From an optimization exercise on the open Yosys and OpenROAD flow, aimed at small area, a short achievable clock period and few clock cycles per item; shortcuts taken in it are not production practice. Only simulation tests tie the RTL to the original design; equivalence was not proved. Power figures rest on the tool's default switching activity, not on a simulated workload.

<file path="design/flow/design.v">
module bitwriter_unit (
  input             clk,
  input             rst,
  input             cmd_valid,
  output            cmd_ready,
  input      [7:0]  cmd_op,
  input      [63:0] cmd_arg0,
  input      [31:0] cmd_arg1,
  output            m_valid,
  output     [7:0]  m_data,
  input             m_ready,
  input      [1:0]  m_resp,
  input      [63:0] m_pos,
  input      [63:0] m_len,
  input             m_seekable,
  output reg        m_close,
  output            l_valid,
  output     [7:0]  l_data,
  input             l_ready,
  input      [1:0]  l_resp,
  input      [63:0] l_pos,
  input      [63:0] l_len,
  input             l_seekable,
  output reg        l_close,
  output            rsp_valid,
  output     [3:0]  rsp_status,
  output     [63:0] rsp_res
);
  localparam ST_OK       = 4'd0;
  localparam ST_EOS      = 4'd1;
  localparam ST_INVALID  = 4'd3;
  localparam ST_ILLSTATE = 4'd4;
  localparam ST_IOERR    = 4'd6;
  localparam ST_ILLCMD   = 4'd7;
  localparam ST_NOTSUPP  = 4'd8;
  reg        att_m, att_l;
  reg [7:0]  buf_m, buf_l;
  reg [3:0]  cur_m, cur_l;
  reg        busy;
  reg        e_l;         
  reg        e_last;      
  reg        e_rep;       
  reg        e_x;         
  reg [7:0]  e_m;         
  reg [7:0]  e_r;         
  reg [63:0] e_dat;       
  reg [14:0] e_win;       
  reg [7:0]  e_head;      
  reg [3:0]  e_cur;       
  reg        e_first;     
  reg        e_flush;     
  reg        e_close;     
  reg        e_pm;        
  reg        e_ph;        
  reg        r_valid;
  reg [3:0]  r_status;
  reg [4:0]  r_sel;       
  reg [2:0]  r_cur;
  wire       e_rdy  = e_l ? l_ready : m_ready;
  wire [1:0] e_resp = e_l ? l_resp  : m_resp;
  wire [70:0] e_ext = {7'd0, e_dat};
  reg  [14:0] e_wn;
  reg  [7:0]  e_byte;
  integer i;
  always @* begin
    e_wn = 15'd0;
    for (i = 0; i < 7; i = i + 1)
      e_wn = e_wn | ({15{e_m[i+1]}} & e_ext[8*i +: 15]);
    e_byte = 8'd0;
    for (i = 0; i < 8; i = i + 1)
      e_byte = e_byte | ({8{e_r[i]}} & e_win[i +: 8]);
  end
  wire [7:0] e_keep = !e_first ? 8'hFF : (e_flush ? 8'h00 : (8'hFF >> e_cur));
  wire [7:0] e_hd   = e_first ? e_head : 8'h00;
  wire [7:0] x_byte = (e_byte & e_keep) | e_hd;
  wire e_go   = busy && !e_pm && e_rdy;
  wire e_fail = e_go && (e_resp != 2'd0);
  wire e_done = e_go && (e_resp == 2'd0) && e_last;
  assign m_valid = busy && !e_pm && !e_l;
  assign l_valid = busy && !e_pm && e_l;
  assign m_data  = x_byte;
  assign l_data  = {x_byte[0], x_byte[1], x_byte[2], x_byte[3],
                    x_byte[4], x_byte[5], x_byte[6], x_byte[7]};
  assign cmd_ready = !busy || (e_done && !e_close);
  wire   acc       = cmd_valid && cmd_ready;
  wire        u      = (cmd_op[7:4] == 4'h5);
  wire [3:0]  fn     = cmd_op[3:0];
  wire        op_ok  = ((cmd_op[7:4] == 4'h3) || u) && (fn <= 4'd8);
  wire        att    = u ? att_l : att_m;
  wire [7:0]  wbuf   = u ? buf_l : buf_m;
  wire [3:0]  wcur   = u ? cur_l : cur_m;
  wire        seek   = u ? l_seekable : m_seekable;
  wire        f_open  = (fn == 4'd0);
  wire        f_bit   = (fn == 4'd1);
  wire        f_b32   = (fn == 4'd2);
  wire        f_b64   = (fn == 4'd3);
  wire        f_rep   = (fn == 4'd4);
  wire        f_pos   = (fn == 4'd5) || (fn == 4'd6);
  wire        f_write = f_bit || f_b32 || f_b64 || f_rep;
  wire        f_fl    = (fn == 4'd7) || (fn == 4'd8);
  wire        neg     = cmd_arg1[31];
  wire        bad     = (f_b32 && (neg || (cmd_arg1[30:5] != 26'd0))) ||
                        (f_b64 && (neg || (cmd_arg1[30:6] != 25'd0))) ||
                        (f_rep && neg);
  wire        zero    = !f_bit && (cmd_arg1 == 32'd0);
  wire        rep     = f_bit || f_rep;
  wire        v       = cmd_arg0[0];
  wire [2:0]  nl      = f_bit ? 3'd1 : cmd_arg1[2:0];
  wire [27:0] nh      = f_bit ? 28'd0 : cmd_arg1[30:3];
  wire        nh0     = (nh[27:1] == 27'd0);
  reg  [3:0]  s_m, s_l;
  integer j;
  always @* begin
    s_m = 4'd0;
    s_l = 4'd0;
    for (j = 0; j < 8; j = j + 1)
      if (nl == j) begin
        s_m = {1'b0, cur_m[2:0]} + j;
        s_l = {1'b0, cur_l[2:0]} + j;
      end
  end
  wire [3:0]  s       = u ? s_l : s_m;
  wire [2:0]  r       = s[2:0];
  wire        k0      = !s[3] && nh0 && !nh[0];              
  wire        k1      = s[3] ? (nh0 && !nh[0]) : (nh0 && nh[0]);   
  wire        w_go    = op_ok && att && f_write && !bad && !zero && !wcur[3];
  wire        fl_go   = op_ok && att && f_fl;
  wire        p8_go   = op_ok && att && f_pos && seek && wcur[3];
  wire        emit    = (w_go && !k0) || (fl_go && (wcur != 4'd0));
  function [7:0] tail(input [7:0] a, input [2:0] rr);    
    case (rr)
      3'd1: tail = {a[0],   7'd0};
      3'd2: tail = {a[1:0], 6'd0};
      3'd3: tail = {a[2:0], 5'd0};
      3'd4: tail = {a[3:0], 4'd0};
      3'd5: tail = {a[4:0], 3'd0};
      3'd6: tail = {a[5:0], 2'd0};
      3'd7: tail = {a[6:0], 1'd0};
      default: tail = 8'd0;
    endcase
  endfunction
  wire        nhz     = nh0 && !nh[0];
  wire [7:0]  td      = rep ? {8{v}} : cmd_arg0[7:0];
  wire [7:0]  tb_m    = tail(td, s_m[2:0]);
  wire [7:0]  tb_l    = tail(td, s_l[2:0]);
  wire [7:0]  nbuf_m  = (!s_m[3] && nhz) ? (buf_m | (tb_m & (8'hFF >> cur_m[2:0]))) : tb_m;
  wire [7:0]  nbuf_l  = (!s_l[3] && nhz) ? (buf_l | (tb_l & (8'hFF >> cur_l[2:0]))) : tb_l;
  wire [7:0]  m1      = s[3] ? (8'd1 << nh[2:0]) : ((8'd1 << nh[2:0]) >> 1);
  wire [70:0] a_ext   = {7'd0, cmd_arg0};
  reg  [14:0] a_win;
  always @* begin
    a_win = 15'd0;
    for (i = 0; i < 8; i = i + 1)
      a_win = a_win | ({15{m1[i]}} & a_ext[8*i +: 15]);
  end
  reg [3:0] st;
  always @* begin
    if (!op_ok)               st = ST_ILLCMD;
    else if (f_open)          st = ST_OK;
    else if (!att)            st = ST_ILLSTATE;
    else if (f_write) begin
      if (bad)                st = ST_INVALID;
      else if (zero)          st = ST_OK;
      else if (wcur[3])       st = ST_ILLSTATE;
      else                    st = ST_OK;
    end
    else if (f_pos && !seek)  st = ST_NOTSUPP;
    else                      st = ST_OK;
  end
  wire        e_res = e_fail || (e_done && !e_close);
  assign rsp_valid  = r_valid || e_res;
  assign rsp_status = e_res ? (e_fail ? (e_resp[1] ? ST_IOERR : ST_EOS) : ST_OK) : r_status;
  wire [60:0] rp    = ({61{r_sel[0]}} & m_pos[60:0]) | ({61{r_sel[1]}} & m_len[60:0]) |
                      ({61{r_sel[2]}} & l_pos[60:0]) | ({61{r_sel[3]}} & l_len[60:0]);
  assign rsp_res    = {rp | ({61{r_sel[4]}} & e_dat[60:0]), r_cur};
  wire [27:0] e_inc = e_dat[27:0] + 28'd1;
  always @(posedge clk) begin
    if (rst) begin
      att_m <= 1'b0; buf_m <= 8'd0; cur_m <= 4'd0;
      att_l <= 1'b0; buf_l <= 8'd0; cur_l <= 4'd0;
      busy    <= 1'b0;
      r_valid <= 1'b0;
      m_close <= 1'b0;
      l_close <= 1'b0;
    end else begin
      r_valid <= 1'b0;
      m_close <= 1'b0;
      l_close <= 1'b0;
      if (busy && e_pm) begin
        e_ph <= 1'b1;
        if (!e_ph) begin
          e_dat[60:0] <= rp;
          e_x <= 1'b1;
          e_m <= 8'd1;
        end else begin
          e_dat <= {e_x ? e_inc[15:0] : e_dat[15:0], e_dat[63:16]};
          e_x   <= e_x && (e_dat[15:0] == 16'hFFFF);
          e_m   <= {e_m[6:0], 1'b0};
          if (e_m[3]) begin
            r_sel    <= 5'b10000;
            r_valid  <= 1'b1;
            r_status <= ST_OK;
            busy     <= 1'b0;
          end
        end
      end
      if (e_go) begin
        e_first <= 1'b0;
        if (e_rep) begin
          e_x <= 1'b0;
          if (!e_x) e_dat[27:0] <= e_inc[27:0];
          e_last <= e_x ? (e_dat[27:0] == 28'hFFFFFFE) : (e_dat[27:0] == 28'hFFFFFFD);
        end else begin
          e_m    <= {1'b0, e_m[7:1]};
          e_win  <= e_wn;
          e_last <= e_m[1];
        end
        if (e_fail || e_last) busy <= 1'b0;
        if (e_fail) begin
          if (e_l) begin att_l <= 1'b1; buf_l <= x_byte; cur_l <= e_flush ? e_cur : 4'd8; end
          else     begin att_m <= 1'b1; buf_m <= x_byte; cur_m <= e_flush ? e_cur : 4'd8; end
        end else if (e_last && e_close) begin
          r_valid  <= 1'b1;
          r_status <= ST_OK;
          if (e_l) l_close <= 1'b1; else m_close <= 1'b1;
        end
      end
      if (cmd_ready) begin
        r_status <= st;
        r_sel    <= {1'b0, u && fn[1], u && !fn[1], !u && fn[1], !u && !fn[1]};
        r_cur    <= wcur[3] ? 3'd0 : wcur[2:0];
        e_pm     <= p8_go;
        e_ph     <= 1'b0;
        e_l      <= u;
        e_rep    <= rep;
        e_x      <= s[3];
        e_m      <= fl_go ? 8'd1 : m1;
        e_win    <= rep ? {15{v}} : a_win;
        e_last   <= fl_go || k1;
        e_r      <= 8'd1 << r;
        e_dat    <= rep ? {cmd_arg0[63:28], ~nh} : cmd_arg0;
        e_head   <= wbuf;
        e_cur    <= wcur;
        e_first  <= 1'b1;
        e_flush  <= fl_go;
        e_close  <= fn[3];
      end
      if (acc) begin
        r_valid  <= !emit && !p8_go;
        if (emit || p8_go) busy <= 1'b1;
        if (op_ok) begin
          if (f_open) begin
            if (u) begin att_l <= 1'b1; buf_l <= 8'd0; cur_l <= 4'd0; end
            else   begin att_m <= 1'b1; buf_m <= 8'd0; cur_m <= 4'd0; end
          end else if (w_go) begin
            if (u) begin buf_l <= nbuf_l; cur_l <= {1'b0, s_l[2:0]}; end
            else   begin buf_m <= nbuf_m; cur_m <= {1'b0, s_m[2:0]}; end
          end else if (fl_go) begin
            if (u) begin att_l <= 1'b0; buf_l <= 8'd0; cur_l <= 4'd0; end
            else   begin att_m <= 1'b0; buf_m <= 8'd0; cur_m <= 4'd0; end
            if (wcur == 4'd0 && fn[3]) begin
              if (u) l_close <= 1'b1; else m_close <= 1'b1;
            end
          end
        end
      end
    end
  end
endmodule
</file>
<file path="design/flow/config.mk">
export PLATFORM = sky130hd
export DESIGN_NAME = bitwriter_unit
export DESIGN_NICKNAME = bitwriter_unit
export VERILOG_FILES = /design/flow/design.v
export SDC_FILE = /design/flow/constraint.sdc
export NUM_CORES = 4
export LEC_CHECK = 0
export CAP_MARGIN = 20
export CORE_MARGIN = 2
export CORE_UTILIZATION = 40
export SETUP_SLACK_MARGIN = 2.0
export SLEW_MARGIN = 20
</file>
<file path="design/flow/flow/run.sh">
#!/bin/bash
# Standard ORFS layout, with the port buffers made from buf_1 cells instead of the
# default choice; the full make output goes to standard.log.
set -euo pipefail
export BUFFER_PORTS_ARGS="-buffer_cell sky130_fd_sc_hd__buf_1"
bash standard.sh > standard.log 2>&1
</file>
<file path="design/flow/standard.sh">
#!/bin/bash
# synth_recipe.tcl (not shown) runs the flow's synth.tcl, then flattens the netlist and writes it again
# the make line also repeats each setting of config.mk as NAME=value (left out here)
make -C /OpenROAD-flow-scripts/flow DESIGN_CONFIG=/design/flow/config.mk WORK_HOME=/design/flow/orfs CLKGATE_MAP_FILE= SYNTH_SCRIPT=/design/flow/synth_recipe.tcl "${@:-finish}"
</file>
<file path="design/flow/constraint.sdc">
create_clock -name core_clock -period 5.0 [get_ports {clk}]
set_input_delay 1.0000 -clock core_clock [delete_from_list [all_inputs] [get_ports {clk}]]
set_output_delay 1.0000 -clock core_clock [all_outputs]
set_load 0.01 [all_outputs]
</file>
==> impl_results.md, run 1 <==
- Status: finished clean
- CP startpoint kind: primary input
- Final period util: 64.5%
- Most frequent cells in the layout: 418 x buf_1, 301 x nand2_1, 165 x buf_4
- Vias in the first global route: 17000
- Synth cell types: 91
- Area delta synth->final: 36.4%
- GPL Wtd Cong: 0.970
- Post-route ant nets: 0
- MaxCap Viol Count: 0
- CTS tree: built
- CP Class: primary input to flop
- Cell count after synthesis: 1914
- Post-synth top flop: edfxtp_1
- Asr flop ratio synth: 0%
- Max Slew Vio Count: 0
- Layout cell share with drive strength beyond 1: 20.4%
- CTS Buf Count: 17
- I/O Buffers: 448
- 1st-pass router iterations: 7
- Critical Path RT: 5.39 ns
- Clock latency (worst-skew pair): 0.45 ns
- Syn_nets: 2306
- Hold-fix buffers, CTS: 0
- Leakage: 7.58 nW
- Peak VDD IR: 0.000225 V
- Worst hold path class: flop to flop
- Hold Violations, Final: 0
- Clock Root Buffer: clkbuf_16
- Starting Density: 40.4%
- Unrepaired setup endpoints after global routing: true
- WP data arrival: 3.62 ns
- # rows: 70
- CORE AREA: 36400 µm²
- Netlist Area Pre-Place: 14700 µm²
- Post-synth EDFFs: 128
- PwrDens: 213 nW/µm²
- DIE AREA: 38300 µm²
- Num ports: 461
- Post-layout nets: 2788
- DR vias: 18900
- Final wirelength: 79700 µm
- Sink Count: 158
- Flops & latches, synth: 158
- Grt total ovfl: 0
- Max clock buf depth: 2
- GRT Overall Usage: 39.5%
- Largest net degree at the start of global routing: 62
- First-pass GRT wire length: 112000 µm
- Fin crit period: 3.23 ns
- YS warnings: 1
- Clock slew at reported path FFs: 0.07 ns
- Post-DR wirelength/cell: 27.7 µm
- Post-synthesis sequential area ratio: 30.2%
- Commonest non-fill, non-tap cell in the layout: buf_1
- Vias per cell: 6.57
- Initial DRC count: 2831
- Worst-Margin Slew: 1.01 ns
- Slew HR: 32.5%
- Mapped Avg Cell Area: 7.68 µm²
- Final setup fails: 0
- Final Power: 4.27 mW
- Final setup TNS: 0 ns
- CP Capture Type: flop
- Die H: 196 µm
- DP HPWL: 58600 µm
- H-tree Lvls: 4
- Max Fclk: 310 MHz
- Clock Skew: 0.0160 ns
- Die span in x: 196 µm
- Diode count: 0
- Drt drc: 0
- Crit Path Max Fanout: 10
- Initial antenna violation count: 0
power breakdown:
part           internal, mW  switching (mW)
clock                 0.756           0.590
combinational         0.510           0.754
sequential             1.51           0.150
metal layers:
metal  wire [µm]  part of all wire [%]  track usage (%)
met5           0                     0                0
met4        1810                   2.3             8.47
met3       10700                    13             11.9
met2       33100                    42             56.0
met1       34100                    43             58.6
registers in the layout, summed over array words and instances, names as in the netlist, 4 cells and up:
register / flops
e_cur: 4
r_status: 4
buf_m: 8
e_r: 8
cur_m: 4
e_dat: 64
e_win: 15
cur_l: 4
buf_l: 8
e_head: 8
r_sel: 5
e_m: 8
area by class of cell:
type	count	area, µm²
tap	468	586
multi-input combinational	1522	10600
clock buffer	26	543
fill	3514	16400
sequential	158	4450
timing repair buffer	652	3700
inverter	45	179
clock inverter	6	42.5
cell families (layout without fill, tap and decap cells):
kind of cell    count (synthesis)  in the layout  share of synthesized area, %
compound gates                745            745                          35.0
xor+xnor                       26             26                          1.60
fa+ha+maj                      21             21                          1.79
buf+inv                       236            729                          6.75
flops                         158            158                          30.2
mux                            59             60                          4.19
simple gates                  669            670                          20.5
final timing paths:
path / start / end / slack, ns / cells past startpoint
max: cmd_op[3] / buf_l[0] / 1.77 / 11
min: buf_m[6] / buf_m[6] / 0.48 / 1
max reg2reg: cur_m[2] / e_win[12] / 1.93 / 10
min reg2reg: buf_m[6] / buf_m[6] / 0.48 / 1
synthesized netlist by cell type, types with 6 or more instances:
library cell / count / area (µm²)
a32oi_1: 11 / 96.3
a211oi_1: 14 / 105
a2111oi_0: 6 / 52.6
a22o_1: 24 / 210
a221oi_1: 38 / 333
mux2i_1: 50 / 500
a21o_1: 38 / 285
buf_4: 13 / 97.6
xnor2_1: 9 / 78.8
and2_1: 10 / 62.6
a21oi_1: 124 / 621
nand2_1: 313 / 1170
nand4_1: 19 / 119
nand3_1: 48 / 240
nor2_1: 160 / 601
o221ai_1: 9 / 78.8
o211ai_1: 33 / 248
mux2_2: 7 / 78.8
nor3_1: 33 / 165
nand3b_1: 7 / 52.6
a22oi_1: 172 / 1290
dfxtp_1: 30 / 601
a222oi_1: 23 / 230
o22ai_1: 18 / 113
buf_2: 21 / 105
nor4_1: 10 / 62.6
a31oi_1: 39 / 244
nor2b_1: 13 / 81.3
inv_1: 42 / 158
edfxtp_1: 128 / 3840
clkbuf_1: 141 / 529
o21ai_0: 132 / 661
a311o_1: 8 / 80.1
a211o_1: 13 / 114
buf_1: 11 / 41.3
xor2_1: 16 / 140
and3_1: 15 / 93.8
ha_1: 21 / 263
worst max-delay path, cell delays in order:
cell and delay (ns):
buf_6 0.14, or4b_4 0.55, buf_6 0.16, nand3_4 0.11, nor4_4 0.05, or2_4 0.25, or4b_4 0.57, nor3_4 0.38
o21a_1 0.22, o21ai_1 0.06, a21oi_1 0.11
per-stage QoR:
step / utilization (%) / hold slack, ns / setup WS (ns) / instances / cell area (µm²)
finish: 55.1 / 0.476 / 1.77 / 2877 / 20100
global route: 55.1 / 0.486 / 1.75 / 2877 / 20100
CTS: 51.3 / 0.479 / 1.84 / 2793 / 18700
floorplan: - / 0.439 / 1.51 / 1914 / 15100
global placement: 46.3 / 0.450 / 0.459 / 2694 / 16900
detailed placement: 46.3 / 0.459 / 0.443 / 2694 / 16900
repair_timing:
item,CTS,global route
endpoints found under the hold margin,0,0
resized for setup,151,163
buffers inserted,63,78
setup endpoints to repair,189,127
cloned,4,6
pin swaps,37,80
Testbench counts, summed over its fixed seeds: cycles 7,958, items 4,000.
==> inputs of run 2 (changes only) <==
--- a/design/flow/design.v
+++ b/design/flow/design.v
@@ -45,5 +45,4 @@
   reg [7:0]  e_r;         
   reg [63:0] e_dat;       
-  reg [14:0] e_win;       
   reg [7:0]  e_head;      
   reg [3:0]  e_cur;       
@@ -60,11 +59,11 @@
   wire [1:0] e_resp = e_l ? l_resp  : m_resp;
   wire [70:0] e_ext = {7'd0, e_dat};
-  reg  [14:0] e_wn;
+  reg  [14:0] e_win;
   reg  [7:0]  e_byte;
   integer i;
   always @* begin
-    e_wn = 15'd0;
-    for (i = 0; i < 7; i = i + 1)
-      e_wn = e_wn | ({15{e_m[i+1]}} & e_ext[8*i +: 15]);
+    e_win = 15'd0;
+    for (i = 0; i < 8; i = i + 1)
+      e_win = e_win | ({15{e_m[i]}} & e_ext[8*i +: 15]);
     e_byte = 8'd0;
     for (i = 0; i < 8; i = i + 1)
@@ -109,16 +108,11 @@
   wire [27:0] nh      = f_bit ? 28'd0 : cmd_arg1[30:3];
   wire        nh0     = (nh[27:1] == 27'd0);
-  reg  [3:0]  s_m, s_l;
+  reg  [3:0]  s;
   integer j;
   always @* begin
-    s_m = 4'd0;
-    s_l = 4'd0;
+    s = 4'd0;
     for (j = 0; j < 8; j = j + 1)
-      if (nl == j) begin
-        s_m = {1'b0, cur_m[2:0]} + j;
-        s_l = {1'b0, cur_l[2:0]} + j;
-      end
-  end
-  wire [3:0]  s       = u ? s_l : s_m;
+      if (nl == j) s = (u ? {1'b0, cur_l[2:0]} : {1'b0, cur_m[2:0]}) + j;
+  end
   wire [2:0]  r       = s[2:0];
   wire        k0      = !s[3] && nh0 && !nh[0];              
@@ -128,30 +122,21 @@
   wire        p8_go   = op_ok && att && f_pos && seek && wcur[3];
   wire        emit    = (w_go && !k0) || (fl_go && (wcur != 4'd0));
-  function [7:0] tail(input [7:0] a, input [2:0] rr);    
-    case (rr)
-      3'd1: tail = {a[0],   7'd0};
-      3'd2: tail = {a[1:0], 6'd0};
-      3'd3: tail = {a[2:0], 5'd0};
-      3'd4: tail = {a[3:0], 4'd0};
-      3'd5: tail = {a[4:0], 3'd0};
-      3'd6: tail = {a[5:0], 2'd0};
-      3'd7: tail = {a[6:0], 1'd0};
-      default: tail = 8'd0;
+  wire [7:0]  topr    = ~(8'hFF >> r);
+  wire [7:0]  topc    = ~(8'hFF >> wcur[2:0]);
+  reg  [7:0]  tbits;
+  always @* begin
+    case (r)
+      3'd1: tbits = {cmd_arg0[0],   7'd0};
+      3'd2: tbits = {cmd_arg0[1:0], 6'd0};
+      3'd3: tbits = {cmd_arg0[2:0], 5'd0};
+      3'd4: tbits = {cmd_arg0[3:0], 4'd0};
+      3'd5: tbits = {cmd_arg0[4:0], 3'd0};
+      3'd6: tbits = {cmd_arg0[5:0], 2'd0};
+      3'd7: tbits = {cmd_arg0[6:0], 1'd0};
+      default: tbits = 8'd0;
     endcase
-  endfunction
-  wire        nhz     = nh0 && !nh[0];
-  wire [7:0]  td      = rep ? {8{v}} : cmd_arg0[7:0];
-  wire [7:0]  tb_m    = tail(td, s_m[2:0]);
-  wire [7:0]  tb_l    = tail(td, s_l[2:0]);
-  wire [7:0]  nbuf_m  = (!s_m[3] && nhz) ? (buf_m | (tb_m & (8'hFF >> cur_m[2:0]))) : tb_m;
-  wire [7:0]  nbuf_l  = (!s_l[3] && nhz) ? (buf_l | (tb_l & (8'hFF >> cur_l[2:0]))) : tb_l;
-  wire [7:0]  m1      = s[3] ? (8'd1 << nh[2:0]) : ((8'd1 << nh[2:0]) >> 1);
-  wire [70:0] a_ext   = {7'd0, cmd_arg0};
-  reg  [14:0] a_win;
-  always @* begin
-    a_win = 15'd0;
-    for (i = 0; i < 8; i = i + 1)
-      a_win = a_win | ({15{m1[i]}} & a_ext[8*i +: 15]);
-  end
+    if (rep) tbits = {8{v}};
+  end
+  wire [7:0]  nbuf    = k0 ? (wbuf | (tbits & topr & ~topc)) : (tbits & topr);
   reg [3:0] st;
   always @* begin
@@ -213,5 +198,4 @@
         end else begin
           e_m    <= {1'b0, e_m[7:1]};
-          e_win  <= e_wn;
           e_last <= e_m[1];
         end
@@ -235,9 +219,9 @@
         e_rep    <= rep;
         e_x      <= s[3];
-        e_m      <= fl_go ? 8'd1 : m1;
-        e_win    <= rep ? {15{v}} : a_win;
+        e_m      <= fl_go ? 8'd1 : rep ? 8'b0100_0000 :
+                    (s[3] ? (8'd1 << nh[2:0]) : ((8'd1 << nh[2:0]) >> 1));
         e_last   <= fl_go || k1;
         e_r      <= 8'd1 << r;
-        e_dat    <= rep ? {cmd_arg0[63:28], ~nh} : cmd_arg0;
+        e_dat    <= rep ? {{16{v}}, cmd_arg0[47:28], ~nh} : cmd_arg0;
         e_head   <= wbuf;
         e_cur    <= wcur;
@@ -254,6 +238,6 @@
             else   begin att_m <= 1'b1; buf_m <= 8'd0; cur_m <= 4'd0; end
           end else if (w_go) begin
-            if (u) begin buf_l <= nbuf_l; cur_l <= {1'b0, s_l[2:0]}; end
-            else   begin buf_m <= nbuf_m; cur_m <= {1'b0, s_m[2:0]}; end
+            if (u) begin buf_l <= nbuf; cur_l <= {1'b0, r}; end
+            else   begin buf_m <= nbuf; cur_m <= {1'b0, r}; end
           end else if (fl_go) begin
             if (u) begin att_l <= 1'b0; buf_l <= 8'd0; cur_l <= 4'd0; end
==> design/flow/flow/run.sh (replaced) <==
#!/bin/bash
# Standard ORFS synthesis, then the combinational logic re-mapped for area by
# flow/remap.tcl (registers untouched), then the standard layout with the
# port buffers made from buf_1 cells. Each tool's output goes to its own log.
set -euo pipefail
export BUFFER_PORTS_ARGS="-buffer_cell sky130_fd_sc_hd__buf_1"
R=$PWD/orfs/results/$FLOW_PLATFORM/bitwriter_unit/base
bash standard.sh $R/1_2_yosys.v > standard_synth.log 2>&1
cp $R/1_2_yosys.v std_synth.v
LIB=$FLOW_HOME/platforms/$FLOW_PLATFORM/lib/sky130_fd_sc_hd__tt_025C_1v80.lib \
IN=$PWD/std_synth.v OUT=$R/1_2_yosys.v yosys -c flow/remap.tcl > remap.log 2>&1
bash standard.sh > standard.log 2>&1
==> design/flow/flow/area.abc (new file) <==
&get -n
&st
&dch
&nf
&put
buffer -c
topo
stime -c
upsize -c
dnsize -c
==> design/flow/flow/remap.tcl (new file) <==
# Re-map the combinational logic of the standard synthesis netlist for area.
# The registers, their cell types and instance names are kept as they are.
# env: LIB, IN, OUT
yosys read_liberty -ignore_miss_func $::env(LIB)
yosys read_verilog $::env(IN)
yosys hierarchy -top $::env(FLOW_TOP)
set seq {}
foreach c [split [exec grep -o {sky130_fd_sc_hd__[a-z0-9_]*} $::env(IN)] "\n"] {
  if {[regexp {__(e?dfxtp|dfrtp|dfstp|dfxbp|dfbbp|dfrbp|dfsbp|sdf|edf|dl)} $c]} { lappend seq $c }
}
set seq [lsort -unique $seq]
yosys setattr -mod -set keep_hierarchy 1 {*}$seq
yosys flatten
yosys opt_clean
set du {}
foreach d {sky130_fd_sc_hd__lpflow_bleeder_1 sky130_fd_sc_hd__lpflow_clkbufkapwr_1 sky130_fd_sc_hd__lpflow_clkbufkapwr_16 sky130_fd_sc_hd__lpflow_clkbufkapwr_2 sky130_fd_sc_hd__lpflow_clkbufkapwr_4 sky130_fd_sc_hd__lpflow_clkbufkapwr_8 sky130_fd_sc_hd__lpflow_clkinvkapwr_1 sky130_fd_sc_hd__lpflow_clkinvkapwr_16 sky130_fd_sc_hd__lpflow_clkinvkapwr_2 sky130_fd_sc_hd__lpflow_clkinvkapwr_4 sky130_fd_sc_hd__lpflow_clkinvkapwr_8 sky130_fd_sc_hd__lpflow_decapkapwr_12 sky130_fd_sc_hd__lpflow_decapkapwr_3 sky130_fd_sc_hd__lpflow_decapkapwr_4 sky130_fd_sc_hd__lpflow_decapkapwr_6 sky130_fd_sc_hd__lpflow_decapkapwr_8 sky130_fd_sc_hd__lpflow_inputiso0n_1 sky130_fd_sc_hd__lpflow_inputiso0p_1 sky130_fd_sc_hd__lpflow_inputiso1n_1 sky130_fd_sc_hd__lpflow_inputiso1p_1 sky130_fd_sc_hd__lpflow_inputisolatch_1 sky130_fd_sc_hd__lpflow_isobufsrc_1 sky130_fd_sc_hd__lpflow_isobufsrc_16 sky130_fd_sc_hd__lpflow_isobufsrc_2 sky130_fd_sc_hd__lpflow_isobufsrc_4 sky130_fd_sc_hd__lpflow_isobufsrc_8 sky130_fd_sc_hd__lpflow_isobufsrckapwr_16 sky130_fd_sc_hd__lpflow_lsbuf_lh_hl_isowell_tap_1 sky130_fd_sc_hd__lpflow_lsbuf_lh_hl_isowell_tap_2 sky130_fd_sc_hd__lpflow_lsbuf_lh_hl_isowell_tap_4 sky130_fd_sc_hd__lpflow_lsbuf_lh_isowell_4 sky130_fd_sc_hd__lpflow_lsbuf_lh_isowell_tap_1 sky130_fd_sc_hd__lpflow_lsbuf_lh_isowell_tap_2 sky130_fd_sc_hd__lpflow_lsbuf_lh_isowell_tap_4 sky130_fd_sc_hd__probe_p_8 sky130_fd_sc_hd__probec_p_8 } { lappend du -dont_use $d }
yosys abc -liberty $::env(LIB) {*}$du -script [file dirname [info script]]/area.abc
yosys splitnets
yosys opt_clean -purge
yosys hilomap -singleton -hicell sky130_fd_sc_hd__conb_1 HI -locell sky130_fd_sc_hd__conb_1 LO
yosys insbuf -buf sky130_fd_sc_hd__buf_4 A X
yosys setattr -mod -unset keep_hierarchy
yosys stat -liberty $::env(LIB)
yosys select $::env(FLOW_TOP)
yosys write_verilog -noattr -nohex -nodec -selected $::env(OUT)
--- a/design/flow/config.mk
+++ b/design/flow/config.mk
@@ -9,4 +9,4 @@
 export CORE_MARGIN = 2
 export CORE_UTILIZATION = 40
-export SETUP_SLACK_MARGIN = 2.0
+export SETUP_SLACK_MARGIN = 1.5
 export SLEW_MARGIN = 20
==> run 2 against run 1 <==
  * Still clean
  * Register-to-register slack got worse by 0.39 ns
  * First-iteration DRC count is 11% lower
  * Sequential cell count fell by 15
  * Critical path depth fell by 3
  * Design area is 22% lower
  * Total power is 10% lower
  * Worst setup slack lost 0.62 ns
  * Largest power group unchanged
==> impl_results.md, run 2 <==
- Post-layout nets: 2364 (-15%)
- Status: finished clean
- H-tree Lvls: 4 (unchanged)
- Largest net degree at the start of global routing: 68 (+9.7%)
- Cell count after synthesis: 1437 (-25%)
- Commonest non-fill, non-tap cell in the layout: buf_1
- Netlist Area Pre-Place: 11500 µm² (-22%)
- Max Fclk: 260 MHz (-16%)
- CTS Buf Count: 17 (unchanged)
- Number of flip-flops in the largest register: 64 (unchanged)
- Die H: 174 µm (-11%)
- Slowest stage cell, crit path: a222oi_1
- Starting Density: 40.4% (about the same)
- Vias per cell: 6.43 (-2.2%)
- PwrDens: 243 nW/µm² (+15%)
- DIE AREA: 30200 µm² (-21%)
- Post-route ant nets: 0 (unchanged)
- DR vias: 15400 (-19%)
- GRT Overall Usage: 37.7% (-1.8 points)
- Diode count: 0 (unchanged)
- Worst-path cell chain: buf_6 -> buf_6 -> a222oi_1 -> nand3_1 -> a222oi_1 -> nand3_1 -> a32o_2 -> buf_6
- 1st-pass router iterations: 13 (+6)
- CORE AREA: 28500 µm² (-22%)
- Leakage: 5.87 nW (-23%)
- Worst hold margin: 0.481 ns (+0.00562 ns)
- Fin crit period: 3.85 ns (+0.622 ns)
- GPL Wtd Cong: 0.973 (+0.28%)
- Biggest register: e_dat
- Final setup TNS: 0 ns (unchanged)
- Drt drc: 0 (unchanged)
- Mapped Avg Cell Area: 8.02 µm² (+4.4%)
- Hold Violations, Final: 0 (unchanged)
- WP data arrival: 2.85 ns (-0.77 ns)
- Area delta synth->final: 36.2%
- I/O Buffers: 448 (unchanged)
- Layout cell share with drive strength beyond 1: 13.5% (-7.0 points)
- YS warnings: 1 (unchanged)
- Max Slew Vio Count: 0 (unchanged)
- Unrepaired setup endpoints after global routing: true
- Area after DPL: 13800 µm² (-18%)
- Num ports: 461 (unchanged)
- Peak VDD IR: 0.000222 V (-0.93%)
- Initial DRC count: 2507 (-11%)
- Syn_nets: 1808 (-22%)
- Max clock buf depth: 2 (unchanged)
- Clock latency (worst-skew pair): 0.44 ns (about the same)
- Crit Path Max Fanout: 8 (-2)
- CP most frequent cell: buf_6
- Post-layout util: 55.0% (-0.10 points)
- Slew HR: 40.0% (+7.5 points)
- CP startpoint kind: flop
- CP Class: flop to primary output
- Hold-fix buffers, CTS: 0 (unchanged)
- Grt total ovfl: 0 (unchanged)
- Most frequent cells in the layout: 433 x buf_1, 256 x nand2_1, 158 x nor2_1
- Die span in x: 174 µm (-11%)
- # rows: 62 (-11%)
- Worst-Margin Slew: 0.897 ns (-0.114 ns)
- Initial antenna violation count: 1 (+1)
- Final wirelength: 59500 µm (-25%)
- Post-DR wirelength/cell: 24.9 µm (-10%)
- Final setup fails: 0 (unchanged)
- DP HPWL: 42900 µm (-27%)
- Final period util: 77.0% (+12 points)
- Clock Skew: 0.0180 ns (+0.00192 ns)
- CP Capture Type: primary output
- First-pass GRT wire length: 86900 µm (-23%)
- Critical path's largest stage delay: 0.45 ns (-0.12 ns)
- Clock slew at reported path FFs: 0.06 ns (about the same)
- Sink Count: 143 (-9.5%)
- Clock Root Buffer: clkbuf_16
- Design Area, Final: 15700 µm² (-22%)
- Vias in the first global route: 14100 (-17%)
- Worst hold path class: flop to flop
- Critical Path RT: 4.00 ns (-1.39 ns)
- CTS tree: built
- MaxCap Viol Count: 0 (unchanged)
==> run 2: power by group <==
group	switching, mW	internal, mW
clock	0.562	0.833
combinational	0.570	0.403
sequential	0.102	1.35
==> run 2: what timing repair did <==
action | in CTS | in global routing
setup endpoints to repair | 61 | 56
cloned | 0 | 1
buffers inserted | 74 | 31
pin swaps | 32 | 27
gates resized for setup | 62 | 52
==> run 2: stage by stage <==
stage | worst slack [ns] | power, mW | instances
global placement | 0.817 | 2.27 | 2252
finish | 1.15 | 3.82 | 2390
global route | 1.04 | 3.92 | 2390
CTS | 1.25 | 3.74 | 2358
detailed placement | 0.772 | 2.27 | 2252
floorplan | 1.53 | 1.88 | 1437
==> run 2: area by class of cell <==
class | count | area [µm²]
Tap cell | 384 | 480
Clock inverter | 7 | 53.8
Timing Repair inverter | 1 | 8.76
Inverter | 21 | 98.8
Multi-Input combinational cell | 1213 | 7460
Clock buffer | 25 | 593
Timing Repair Buffer | 596 | 3000
Sequential cell | 143 | 3990
Fill cell | 2821 | 12900
==> run 2: per-layer routing <==
layer / vias up / GRT usage [%] / part of all wire [%] / wire (µm)
li1: 6843 / - / - / -
met3: 158 / 10.2 / 13 / 7780
met1: 7187 / 50.0 / 39 / 23200
met2: 1167 / 58.4 / 44 / 26000
met4: 2 / 15.0 / 4.3 / 2570
met5: - / 0 / 0.022 / 13
==> run 2: worst paths after layout <==
check | from | end | slack (ns) | cells past startpoint
min | buf_m[4] | buf_m[4] | 0.48 | 2
min reg2reg | buf_m[4] | buf_m[4] | 0.48 | 2
max | e_m[0] | l_data[0] | 1.15 | 8
max reg2reg | e_dat[2] | e_dat[19] | 1.54 | 10
==> run 2: critical path, delay by kind of cell (launching register included) <==
family	cells	cell delay, ns
buf+inv	3	0.43
flops	1	0.38
compound gates	3	1.14
simple gates	2	0.45
Testbench counts of run 2, summed over its fixed seeds: cycles 7,958, items 4,000.
==> inputs of run 3 (changes only) <==
==> design/flow/flow/area.abc (replaced) <==
&get -n
&st
&dch
&nf -a
&put
topo
stime -c
==> run 3 against run 2 <==
  * Still clean
  * Global-route usage grew 1.8 points
  * Core utilization grew 0.26 points
  * Register-to-register slack gained 0.06 ns
  * Routed wire length is essentially flat
  * Worst setup slack gained 0.0029 ns
  * Worst hold slack lost 0.0086 ns
  * Synthesized area shrank 2.9%
  * Clock-buffer cell count shrank 6
  * Critical endpoint is now l_data[7]
  * Largest power group unchanged
==> impl_results.md, run 3 <==
- Status: finished clean
- Max clock buf depth: 2 (unchanged)
- Worst hold margin: 0.473 ns (-0.00855 ns)
- 1st-pass router iterations: 9 (-4)
- Cell count after placement: 2247 (-0.22%)
- Worst Hold Path EP: att_l
- Final std cells w/o fill: 2359 (-1.3%)
- Vias per cell: 6.48 (+0.85%)
- Worst Setup Slack, final: 1.15 ns (+0.00287 ns)
- Hold-fix buffers, CTS: 0 (unchanged)
- CP most frequent cell: a222oi_1
- Design Area, Final: 15300 µm² (-2.8%)
- Number of flip-flops in the largest register: 64 (unchanged)
- Most frequent cells in the layout: 438 x buf_1, 255 x nand2_1, 158 x nor2_1
- YS warnings: 1 (unchanged)
- Pre-CTS setup slack: 0.488 ns (-0.284 ns)
- GPL Wtd Cong: 0.987 (+1.5%)
- Drt drc: 0 (unchanged)
- Starting Density: 40.5% (+0.12 points)
- DR vias: 15300 (-0.46%)
- Slew HR: 23.0% (-17 points)
- Top delay family on crit path: compound AO/OA/AOI/OAI gates
- WP data arrival: 2.85 ns (about the same)
- Final wirelength: 59500 µm (about the same)
- Leakage: 5.50 nW (-6.3%)
- MaxCap Viol Count: 0 (unchanged)
- R2r setup slk: 1.60 ns (+0.06 ns)
- H-tree Lvls: 4 (unchanged)
- Final period util: 76.9% (about the same)
- Initial DRC count: 2349 (-6.3%)
- CTS Buf Count: 17 (unchanged)
- Area after DPL: 13800 µm² (+0.52%)
- Clock latency (worst-skew pair): 0.45 ns (about the same)
- GRT Overall Usage: 39.5% (+1.8 points)
- Hold Violations, Final: 0 (unchanged)
- Final setup fails: 0 (unchanged)
- Cell count after synthesis: 1385 (-3.6%)
- Layout cell share with drive strength beyond 1: 11.3% (-2.1 points)
- Max Slew Vio Count: 0 (unchanged)
- CP startpoint kind: flop
- Peak VDD IR: 0.000178 V (-20%)
- Syn_nets: 1756 (-2.9%)
- CTS tree: built
- Die span in x: 171 µm (-1.4%)
- Worst hold path class: flop to flop
- First-pass GRT wire length: 86100 µm (-0.91%)
- Clock Skew: 0.0146 ns (-0.00336 ns)
- Path length in cells of the critical path: 7 (-1)
- Post-layout nets: 2338 (-1.1%)
- DIE AREA: 29300 µm² (-2.9%)
- Unrepaired setup endpoints after global routing: true
- CP Class: flop to primary output
- Crit Path Max Fanout: 6 (-2)
- CP Capture Type: primary output
- # rows: 61 (-1.6%)
- Die H: 171 µm (-1.4%)
- Reg2reg path depth: 10 (unchanged)
- Post-DR wirelength/cell: 25.2 µm (+1.3%)
- Largest net degree at the start of global routing: 68 (unchanged)
- Slowest stage cell, crit path: edfxtp_1
- Biggest register: e_dat
- Worst-path cell chain: buf_4 -> a222oi_1 -> nand3_2 -> a222oi_1 -> nand4_1 -> a22o_4 -> buf_6
- Critical path's largest stage delay: 0.54 ns (+0.09 ns)
- Mapped Avg Cell Area: 8.08 µm² (+0.71%)
- Critical Path RT: 4.00 ns (about the same)
- Fill cells: 2747 (-2.6%)
- Clock Root Buffer: clkbuf_16
- I/O Buffers: 448 (unchanged)
- Max Fclk: 260 MHz (about the same)
- Vias in the first global route: 14000 (-1.0%)
- Commonest non-fill, non-tap cell in the layout: buf_1
- Clock slew at reported path FFs: 0.06 ns (about the same)
- Final setup TNS: 0 ns (unchanged)
- DP HPWL: 43400 µm (+1.2%)
- Sink Count: 143 (unchanged)
- Post-route ant nets: 0 (unchanged)
- Worst reg2reg startpoint: e_l
- PwrDens: 243 nW/µm² (-0.19%)
- Initial antenna violation count: 1 (unchanged)
- Hold path depth: 2 (unchanged)
- Hold_sp: att_l
- Worst-Margin Slew: 1.15 ns (+0.255 ns)
- Num ports: 461 (unchanged)
- CORE AREA: 27600 µm² (-3.2%)
- Area delta synth->final: 36.4%
- Reg2reg end: e_dat[19]
- Worst path buffer plus inverter count: 2 (-1)
- Grt total ovfl: 0 (unchanged)
- Fin crit period: 3.85 ns (-0.00287 ns)
- Netlist Area Pre-Place: 11200 µm² (-2.9%)
[run 3: through the flow]
step / utilization [%] / total power, mW
6_report: 55.2 / 3.71
5_1_grt: 55.2 / 3.81
2_1_floorplan: - / 1.87
4_1_cts: 54.4 / 3.63
3_3_place_gp: 50.0 / 2.27
3_5_place_dp: 50.1 / 2.28
[run 3: per-layer routing]
layer  part of all wire, %  track usage (%)  vias to the layer above
met5                     0                0                        -
met3                    11             8.97                      170
li1                      -                -                     6783
met1                    38             50.6                     7206
met2                    44             61.2                     1127
met4                   6.1             22.7                        0
[run 3: repair_timing]
item	4_1_cts	5_1_grt
buffers inserted	63	15
cloned	1	0
resized for setup	37	28
hold endpoints to repair	0	0
setup endpoints to repair	59	39
pin swaps	31	18
[run 3: worst max path at each step]
stage,start,end,slack [ns]
after global placement,cmd_op[5],buf_m[4],0.58
after detailed placement,cmd_op[5],buf_m[4],0.49
after global routing,e_m[4],m_data[4],1.02
after CTS,e_m[4],l_data[1],1.22
after floorplan,cmd_op[5],buf_l[2],1.47
final,e_m[4],l_data[7],1.15
[run 3: worst reg2reg max path, delay by kind of cell (launching register included)]
family	cells	cell delay [ns]
and+or+nand+nor	6	1.71
DFF	1	0.58
AOI/OAI and AO/OA	2	0.43
muxes	1	0.23
buffers and inverters	1	0.20
[run 3: final cells by class]
cell class | instances | area, µm² | area share (%)
sequential | 143 | 3990 | 26.2
clock inverter | 13 | 139 | 0.910
tap | 378 | 473 | 3.10
clock buffer | 19 | 443 | 2.90
multi-input combinational | 1213 | 7390 | 48.4
timing repair inverter | 1 | 8.76 | 0.0574
antenna | 1 | 2.50 | 0.0164
inverter | 21 | 120 | 0.787
timing repair buffer | 570 | 2690 | 17.6
[run 3: power by group]
group	internal, mW	switching [mW]	total [mW]
Clock	0.748	0.569	1.32
Combinational	0.378	0.566	0.944
Sequential	1.35	0.0968	1.45
==> inputs of run 4 (changes only) <==
--- a/design/flow/config.mk
+++ b/design/flow/config.mk
@@ -9,4 +9,5 @@
 export CORE_MARGIN = 2
 export CORE_UTILIZATION = 40
+export PLACE_DENSITY = 0.75
 export SETUP_SLACK_MARGIN = 1.5
 export SLEW_MARGIN = 20
==> run 4 against run 3 <==
  * Still clean on timing, DRC and antenna
  * Sequential power about the same
  * Routed wire length up 2.7%
  * Sequential share of layout area down 0.11 points
  * Non-clock buffer count up 4
  * Die area unchanged
  * Core utilization up 0.23 points
  * Synthesized cell count unchanged
  * Critical path depth unchanged
  * Critical endpoint is now l_data[5]
==> impl_results.md, run 4 <==
- Status: finished clean
- Max Fclk: 253 MHz (-2.8%)
- H-tree Lvls: 4 (unchanged)
- Peak VDD IR: 0.000224 V (+26%)
- Critical Path RT: 4.00 ns (about the same)
- Slew HR: 35.5% (+12 points)
- CTS Buf Count: 17 (unchanged)
- Hold-fix buffers, CTS: 0 (unchanged)
- GR peak layer: met2
- Final wirelength: 61100 µm (+2.7%)
- Clock latency (worst-skew pair): 0.45 ns (about the same)
- R2r setup slk: 1.57 ns (-0.03 ns)
- Post-route ant nets: 0 (unchanged)
- DR vias: 15600 (+1.8%)
- CP Class: flop to primary output
- Crit path capture: l_data[5]
- I/O Buffers: 448 (unchanged)
- Post-layout nets: 2342 (+0.17%)
- Clock Skew: 0.0135 ns (-0.00110 ns)
- Area delta synth->final: 37.0%
- Fill cells: 2726 (-0.76%)
- Final setup fails: 0 (unchanged)
- Top delay family on crit path: compound AO/OA/AOI/OAI gates
- Worst-path cell chain: buf_6 -> a222oi_1 -> nand3_2 -> a222oi_1 -> nand4_1 -> a32o_2 -> buf_1
- Post-DR wirelength/cell: 25.8 µm (+2.4%)
- First-pass GRT wire length: 86700 µm (+0.66%)
- GRT Overall Usage: 40.0% (+0.60 points)
- Most frequent cells in the layout: 439 x buf_1, 256 x nand2_1, 156 x nor2_1
- PwrDens: 246 nW/µm² (+1.2%)
- Mapped Avg Cell Area: 8.08 µm² (unchanged)
- Worst-Margin Slew: 0.964 ns (-0.188 ns)
- Layout cell share with drive strength beyond 1: 11.6% (+0.33 points)
- GR Util met2: 61.2% (about the same)
- Biggest register: e_dat
- Grt total ovfl: 0 (unchanged)
- Slowest stage cell, crit path: edfxtp_1
- GRT met3 Usage: 7.41% (-1.6 points)
- Largest net degree at the start of global routing: 82 (+21%)
- Worst reg2reg startpoint: e_dat[2]
- GPL Wtd Cong: 0.987 (about the same)
- YS warnings: 1 (unchanged)
- Worst path buffer plus inverter count: 2 (unchanged)
- Vias per cell: 6.58 (+1.5%)
- # rows: 61 (unchanged)
- WP data arrival: 2.96 ns (+0.11 ns)
- Crit Path Max Fanout: 4 (-2)
- FF/Latch Area: 3990 µm² (unchanged)
- DP HPWL: 44700 µm (+2.9%)
- Hold Violations, Final: 0 (unchanged)
- CTS tree: built
- Initial DRC count: 2941 (+25%)
- CP startpoint kind: flop
- Die H: 171 µm (unchanged)
- Path length in cells of the critical path: 7 (unchanged)
- Initial antenna violation count: 3 (+2)
- Clock Root Buffer: clkbuf_16
- Critical path's largest stage delay: 0.54 ns (about the same)
- Reg2reg path depth: 9 (-1)
- Reg2reg end: e_dat[19]
- Unrepaired setup endpoints after global routing: true
- Final setup TNS: 0 ns (unchanged)
- Worst hold path class: flop to flop
- CP startpoint: e_m[2]
- Leakage: 5.54 nW (+0.81%)
- Grt met1 use: 51.4% (+0.82 points)
- CP most frequent cell: a222oi_1
- Drt drc: 0 (unchanged)
- Final Power: 3.77 mW (+1.7%)
- Multi-input gate area: 7410 µm² (+0.24%)
- Final period util: 79.1% (+2.2 points)
- 1st-pass router iterations: 14 (+5)
- Number of flip-flops in the largest register: 64 (unchanged)
- Max clock buf depth: 2 (unchanged)
- Clock slew at reported path FFs: 0.07 ns (about the same)
- Fin crit period: 3.96 ns (+0.109 ns)
- Cell count after synthesis: 1385 (unchanged)
- Vias in the first global route: 14100 (+0.75%)
- Netlist Area Pre-Place: 11200 µm² (unchanged)
- Max Slew Vio Count: 0 (unchanged)
- Syn_nets: 1756 (unchanged)
- Die span in x: 171 µm (unchanged)
- CP Capture Type: primary output
- CORE AREA: 27600 µm² (unchanged)
- Sink Count: 143 (unchanged)
- Num ports: 461 (unchanged)
- Commonest non-fill, non-tap cell in the layout: buf_1
- DIE AREA: 29300 µm² (unchanged)
- Starting Density: 40.5% (unchanged)
- MaxCap Viol Count: 0 (unchanged)
-- run 4: how the worst min path moves through the flow --
stage	startpoint	endpoint	cells after the start
CTS	att_l	att_l	2
global route	att_l	att_l	2
global placement	att_l	att_l	2
finish	att_l	att_l	2
floorplan	att_l	att_l	2
detailed placement	att_l	att_l	2
-- run 4: layout make-up --
| type | instances | share of cell area (%) |
|---|---|---|
| clock inverter | 14 | 1.02 |
| antenna | 4 | 0.0653 |
| timing repair inverter | 1 | 0.0572 |
| inverter | 21 | 0.776 |
| multi-input combinational | 1213 | 48.4 |
| tap | 378 | 3.09 |
| clock buffer | 18 | 2.94 |
| sequential | 143 | 26.1 |
| timing repair buffer | 574 | 17.6 |
-- run 4: report_power, final --
group          internal, mW  leakage, nW  switching (mW)
sequential             1.35         1.36          0.0924
combinational         0.372         3.88           0.586
clock                 0.743        0.302           0.626
-- run 4: through the flow --
stage	setup WS (ns)	instances	util (%)	hold slack (ns)	instance area [µm²]
2_1_floorplan	1.47	1385	-	0.435	11400
3_3_place_gp	0.675	2247	50.0	0.451	13800
3_5_place_dp	0.531	2248	50.1	0.462	13800
4_1_cts	1.13	2346	54.6	0.473	15100
5_1_grt	0.991	2364	55.4	0.498	15300
6_report	1.04	2366	55.5	0.471	15300
-- run 4: per-layer routing --
| metal | share of wire [%] | vias to the layer above |
|---|---|---|
| met5 | 0 | - |
| met3 | 12 | 201 |
| li1 | - | 6799 |
| met4 | 7.8 | 0 |
| met2 | 43 | 1246 |
| met1 | 37 | 7321 |
-- run 4: worst reg2reg max path, stage by stage (launching register included) --
cell and delay [ns]:
edfxtp_1 0.56, and4_1 0.42, nor2b_1 0.24, and3_1 0.26, and2_0 0.34, nand3_1 0.27, nor3_2 0.47, nand4_1 0.20
o21a_1 0.21, a22o_1 0.22
-- run 4: timing repair --
| action | in CTS | in global routing |
|---|---|---|
| endpoints found under the hold margin | 0 | 0 |
| pin swaps | 23 | 16 |
| setup buffers | 65 | 16 |
| endpoints found under the setup margin | 75 | 49 |
| resized for setup | 26 | 36 |
| cloned | 1 | 0 |
==> inputs of run 5 (changes only) <==
--- a/design/flow/design.v
+++ b/design/flow/design.v
@@ -51,8 +51,8 @@
   reg        e_close;     
   reg        e_pm;        
-  reg        e_ph;        
   reg        r_valid;
   reg [3:0]  r_status;
-  reg [4:0]  r_sel;       
+  reg [3:0]  r_sel;       
+  reg        r_inc;       
   reg [2:0]  r_cur;
   wire       e_rdy  = e_l ? l_ready : m_ready;
@@ -158,5 +158,15 @@
   wire [60:0] rp    = ({61{r_sel[0]}} & m_pos[60:0]) | ({61{r_sel[1]}} & m_len[60:0]) |
                       ({61{r_sel[2]}} & l_pos[60:0]) | ({61{r_sel[3]}} & l_len[60:0]);
-  assign rsp_res    = {rp | ({61{r_sel[4]}} & e_dat[60:0]), r_cur};
+  reg  [60:0] r_flip;
+  reg  [5:0]  rp_ones;
+  integer q;
+  always @* begin
+    for (q = 0; q < 61; q = q + 1)
+      r_flip[q] = r_inc && (q <= e_dat[5:0]);
+    rp_ones = 6'd61;
+    for (q = 60; q >= 0; q = q - 1)
+      if (!rp[q]) rp_ones = q;
+  end
+  assign rsp_res    = {rp ^ r_flip, r_cur};
   wire [27:0] e_inc = e_dat[27:0] + 28'd1;
   always @(posedge clk) begin
@@ -173,20 +183,9 @@
       l_close <= 1'b0;
       if (busy && e_pm) begin
-        e_ph <= 1'b1;
-        if (!e_ph) begin
-          e_dat[60:0] <= rp;
-          e_x <= 1'b1;
-          e_m <= 8'd1;
-        end else begin
-          e_dat <= {e_x ? e_inc[15:0] : e_dat[15:0], e_dat[63:16]};
-          e_x   <= e_x && (e_dat[15:0] == 16'hFFFF);
-          e_m   <= {e_m[6:0], 1'b0};
-          if (e_m[3]) begin
-            r_sel    <= 5'b10000;
-            r_valid  <= 1'b1;
-            r_status <= ST_OK;
-            busy     <= 1'b0;
-          end
-        end
+        e_dat[5:0] <= rp_ones;
+        r_inc    <= 1'b1;
+        r_valid  <= 1'b1;
+        r_status <= ST_OK;
+        busy     <= 1'b0;
       end
       if (e_go) begin
@@ -212,8 +211,8 @@
       if (cmd_ready) begin
         r_status <= st;
-        r_sel    <= {1'b0, u && fn[1], u && !fn[1], !u && fn[1], !u && !fn[1]};
+        r_sel    <= {u && fn[1], u && !fn[1], !u && fn[1], !u && !fn[1]};
+        r_inc    <= 1'b0;
         r_cur    <= wcur[3] ? 3'd0 : wcur[2:0];
         e_pm     <= p8_go;
-        e_ph     <= 1'b0;
         e_l      <= u;
         e_rep    <= rep;
--- a/design/flow/config.mk
+++ b/design/flow/config.mk
@@ -9,5 +9,4 @@
 export CORE_MARGIN = 2
 export CORE_UTILIZATION = 40
-export PLACE_DENSITY = 0.75
 export SETUP_SLACK_MARGIN = 1.5
 export SLEW_MARGIN = 20
==> run 5 against run 4 <==
  * Still clean on timing, DRC and antenna
  * Register-to-register slack better by 0.09 ns
  * Final cell count down 3.1%
  * Maximum frequency up 1.5%
  * Critical endpoint is now m_data[2]
  * Largest power group unchanged
  * Highest routed layer is now met5
==> impl_results.md, run 5 <==
- GPL Wtd Cong: 0.991 (+0.41%)
- R2r setup slk: 1.66 ns (+0.09 ns)
- Mapped Avg Cell Area: 8.26 µm² (+2.3%)
- Cell count after synthesis: 1334 (-3.7%)
- Vias per cell: 6.26 (-4.8%)
- Final period util: 78.0% (-1.2 points)
- Netlist Area Pre-Place: 11000 µm² (-1.5%)
- DR vias: 14400 (-7.8%)
- Critical Path RT: 4.00 ns (about the same)
- Net Sw Frac: 36.7% (+2.1 points)
- Clock slew at reported path FFs: 0.07 ns (about the same)
- Clock Root Buffer: clkbuf_16
- Largest net degree at the start of global routing: 62 (-24%)
- Post-route ant nets: 0 (unchanged)
- Initial DRC count: 1983 (-33%)
- Die H: 170 µm (-0.72%)
- Post-layout util: 57.3% (+1.9 points)
- DIE AREA: 28900 µm² (-1.4%)
- Reg2reg path depth: 12 (+3)
- Starting Density: 40.8% (+0.29 points)
- Final setup TNS: 0 ns (unchanged)
- Grt total ovfl: 0 (unchanged)
- Worst reg2reg startpoint: r_sel[3]
- Unrepaired setup endpoints after global routing: true
- Worst-Margin Slew: 0.872 ns (-0.0917 ns)
- Cell count after placement: 2151 (-4.3%)
- CP Capture Type: primary output
- MaxCap Viol Count: 0 (unchanged)
- Final setup fails: 0 (unchanged)
- Final wirelength: 56800 µm (-7.0%)
- Hold path depth: 1 (-1)
- Fin crit period: 3.90 ns (-0.0578 ns)
- Vias in the first global route: 13100 (-7.3%)
- Status: finished clean
- Hold Violations, Final: 0 (unchanged)
- Worst-path cell chain: buf_4 -> a22o_1 -> a221oi_2 -> nand3_2 -> a222oi_1 -> nand4_1 -> a22oi_2 -> inv_2 -> buf_1
- H-tree Lvls: 4 (unchanged)
- Initial antenna violation count: 11 (+8)
- Max Fclk: 257 MHz (+1.5%)
- WP data arrival: 2.90 ns (-0.06 ns)
- FF/Latch Area: 3970 µm² (-0.72%)
- Final Power: 4.05 mW (+7.4%)
- Hold_sp: cur_l[3]
- Hold-fix buffers, CTS: 0 (unchanged)
- Leakage: 5.60 nW (+1.0%)
- First-pass GRT wire length: 79000 µm (-8.9%)
- Critical path's largest stage delay: 0.51 ns (-0.03 ns)
- GRT Overall Usage: 37.1% (-2.9 points)
- CORE AREA: 27000 µm² (-2.2%)
- Commonest non-fill, non-tap cell in the layout: buf_1
- Num ports: 461 (unchanged)
- Die span in x: 170 µm (-0.72%)
- Peak VDD IR: 0.000266 V (+19%)
- I/O Buffers: 448 (unchanged)
- Reg2reg end: e_dat[0]
- # rows: 60 (-1.6%)
- Number of flip-flops in the largest register: 64 (unchanged)
- 1st-pass router iterations: 9 (-5)
- Clock Skew: 0.00990 ns (-0.00359 ns)
- Slowest stage cell, crit path: edfxtp_1
- CP Class: flop to primary output
- CTS Buf Count: 17 (unchanged)
- Fill cells: 2606 (-4.4%)
- Sink Count: 142 (-0.70%)
- Biggest register: e_dat
- Register share of total power: 35.8% (-2.5 points)
- Clock latency (worst-skew pair): 0.44 ns (about the same)
- YS warnings: 1 (unchanged)
- CP startpoint kind: flop
- Sw Pwr: 1.49 mW (+14%)
- Worst Hold Path EP: cur_l[3]
- Area delta synth->final: 40.5%
- CTS tree: built
- Worst hold path class: flop to flop
- Int Power: 2.56 mW (+4.0%)
- Multi-input gate area: 7550 µm² (+1.9%)
- Post-DR wirelength/cell: 24.8 µm (-4.0%)
- Max Slew Vio Count: 0 (unchanged)
- Layout cell share with drive strength beyond 1: 14.7% (+3.1 points)
- Crit Path Max Fanout: 5 (+1)
- Comb pwr share: 32.4% (+7.0 points)
- Drt drc: 0 (unchanged)
- PwrDens: 261 nW/µm² (+6.3%)
- Max clock buf depth: 2 (unchanged)
- Slew HR: 41.3% (+5.8 points)
- Most frequent cells in the layout: 437 x buf_1, 257 x nand2_1, 127 x nor2_1
- DP HPWL: 42800 µm (-4.2%)
- Post-layout nets: 2304 (-1.6%)
- Syn_nets: 1705 (-2.9%)
- Worst hold margin: 0.501 ns (+0.0304 ns)
- Clk pwr share: 31.8% (-4.5 points)
- Final std cells w/o fill: 2293 (-3.1%)
## run 5: cell types whose count changed in the layout (fill, tap and decap cells not counted), moves of 20 or more
cell | before | now
a211oi_1 | 30 | 10
nor2_1 | 156 | 127
a21o_1 | 43 | 10
a21oi_1 | 106 | 59
o22ai_1 | 50 | 6
xnor2_1 | 9 | 35
xor2_1 | 5 | 26
## run 5: timing repair
action,in CTS,in global routing
cloned,3,1
gates resized for setup,61,70
buffers inserted,65,35
setup endpoints to repair,74,75
pin swaps,30,45
## run 5: critical path: cells and delay by family (launching register included)
| family | cells | cell delay, ns |
|---|---|---|
| AOI/OAI and AO/OA | 4 | 1.13 |
| buffers and inverters | 3 | 0.38 |
| and+or+nand+nor | 2 | 0.44 |
| DFF | 1 | 0.51 |
## run 5: power groups by stage
| stage | Clock, mW | Combinational, mW | Sequential [mW] |
|---|---|---|---|
| finish | 1.29 | 1.31 | 1.45 |
| global route | 1.34 | 1.39 | 1.45 |
| CTS | 1.28 | 1.21 | 1.44 |
| detailed placement | 0 | 1.06 | 1.50 |
| global placement | 0 | 1.06 | 1.50 |
| floorplan | 0 | 0.579 | 1.48 |
## run 5: cell type report
class | instances | share of cell area, %
multi-input cells | 1159 | 48.7
flip-flops and latches | 142 | 25.6
repair buffers | 585 | 18.3
well taps | 341 | 2.75
clock buffers | 17 | 2.75
clock inverters | 15 | 0.969
inverters | 28 | 0.816
diodes | 6 | 0.0969
## run 5: worst max-delay path by stage
stage	cells after the start	start	endpoint
floorplan	12	cmd_op[5]	buf_m[7]
global placement	13	cmd_op[5]	buf_m[7]
detailed placement	13	cmd_op[5]	buf_m[7]
CTS	10	e_m[4]	m_data[3]
global route	10	e_m[4]	m_data[3]
finish	9	e_m[4]	m_data[2]
## run 5: layer usage
metal,vias to the layer above,global-route usage (%),wire (µm),part of all wire [%]
li1,6494,-,-,-
met1,6785,45.0,21300,37
met2,910,59.0,25600,45
met3,162,13.8,7310,13
met4,6,16.7,2650,4.7
met5,-,0,34,0.060
## run 5: stage by stage
| stage | setup slack (ns) | cell area [µm²] |
|---|---|---|
| floorplan | 1.40 | 11200 |
| global placement | 0.833 | 13600 |
| detailed placement | 0.775 | 13600 |
| CTS | 1.16 | 14900 |
| global route | 1.00 | 15500 |
| finish | 1.10 | 15500 |
Testbench counts of run 5, summed over its fixed seeds: cycles 7,958, items 4,000.

## re-timing with driven ports
Ports are ideal in the flow. The routed layouts listed here were re-timed in OpenROAD. Step 1: set_driving_cell puts a clkbuf_16 on clk and a buf_2 on each other input, an assumption about the parent block. Step 2 moves the port delays by t, midway between the first and last clock arrival at a register: inputs arrive t later, outputs are due t later. That takes back most of the time a late clock gives input paths. a / b / c = no drivers / after step 1 / after step 2; a / b = the first two.
| run | t (ns) | slack for setup (ns) | latest minus earliest clock arrival (ns) | worst register clock-pin slew, ns | worst data-port slew with drivers (ns) |
|---|---|---|---|---|---|
| run 1 | 0.493 | 1.773 / 1.763 / 1.270 | 0.016 / 0.017 | 0.07 / 0.07 | 0.08 |
| run 2 | 0.477 | 1.151 / 1.102 / 1.157 | 0.018 / 0.018 | 0.07 / 0.07 | 0.08 |
| run 3 | 0.489 | 1.154 / 1.103 / 1.092 | 0.015 / 0.014 | 0.07 / 0.07 | 0.10 |
| run 4 | 0.487 | 1.044 / 0.997 / 1.114 | 0.014 / 0.013 | 0.08 / 0.08 | 0.20 |
| run 5 | 0.479 | 1.102 / 1.056 / 1.087 | 0.010 / 0.010 | 0.07 / 0.07 | 0.18 |
After both steps every run listed still meets setup and hold. The setup slack of run 1, which loses most, moves by -0.010 ns with the drivers and by -0.503 ns with both steps.
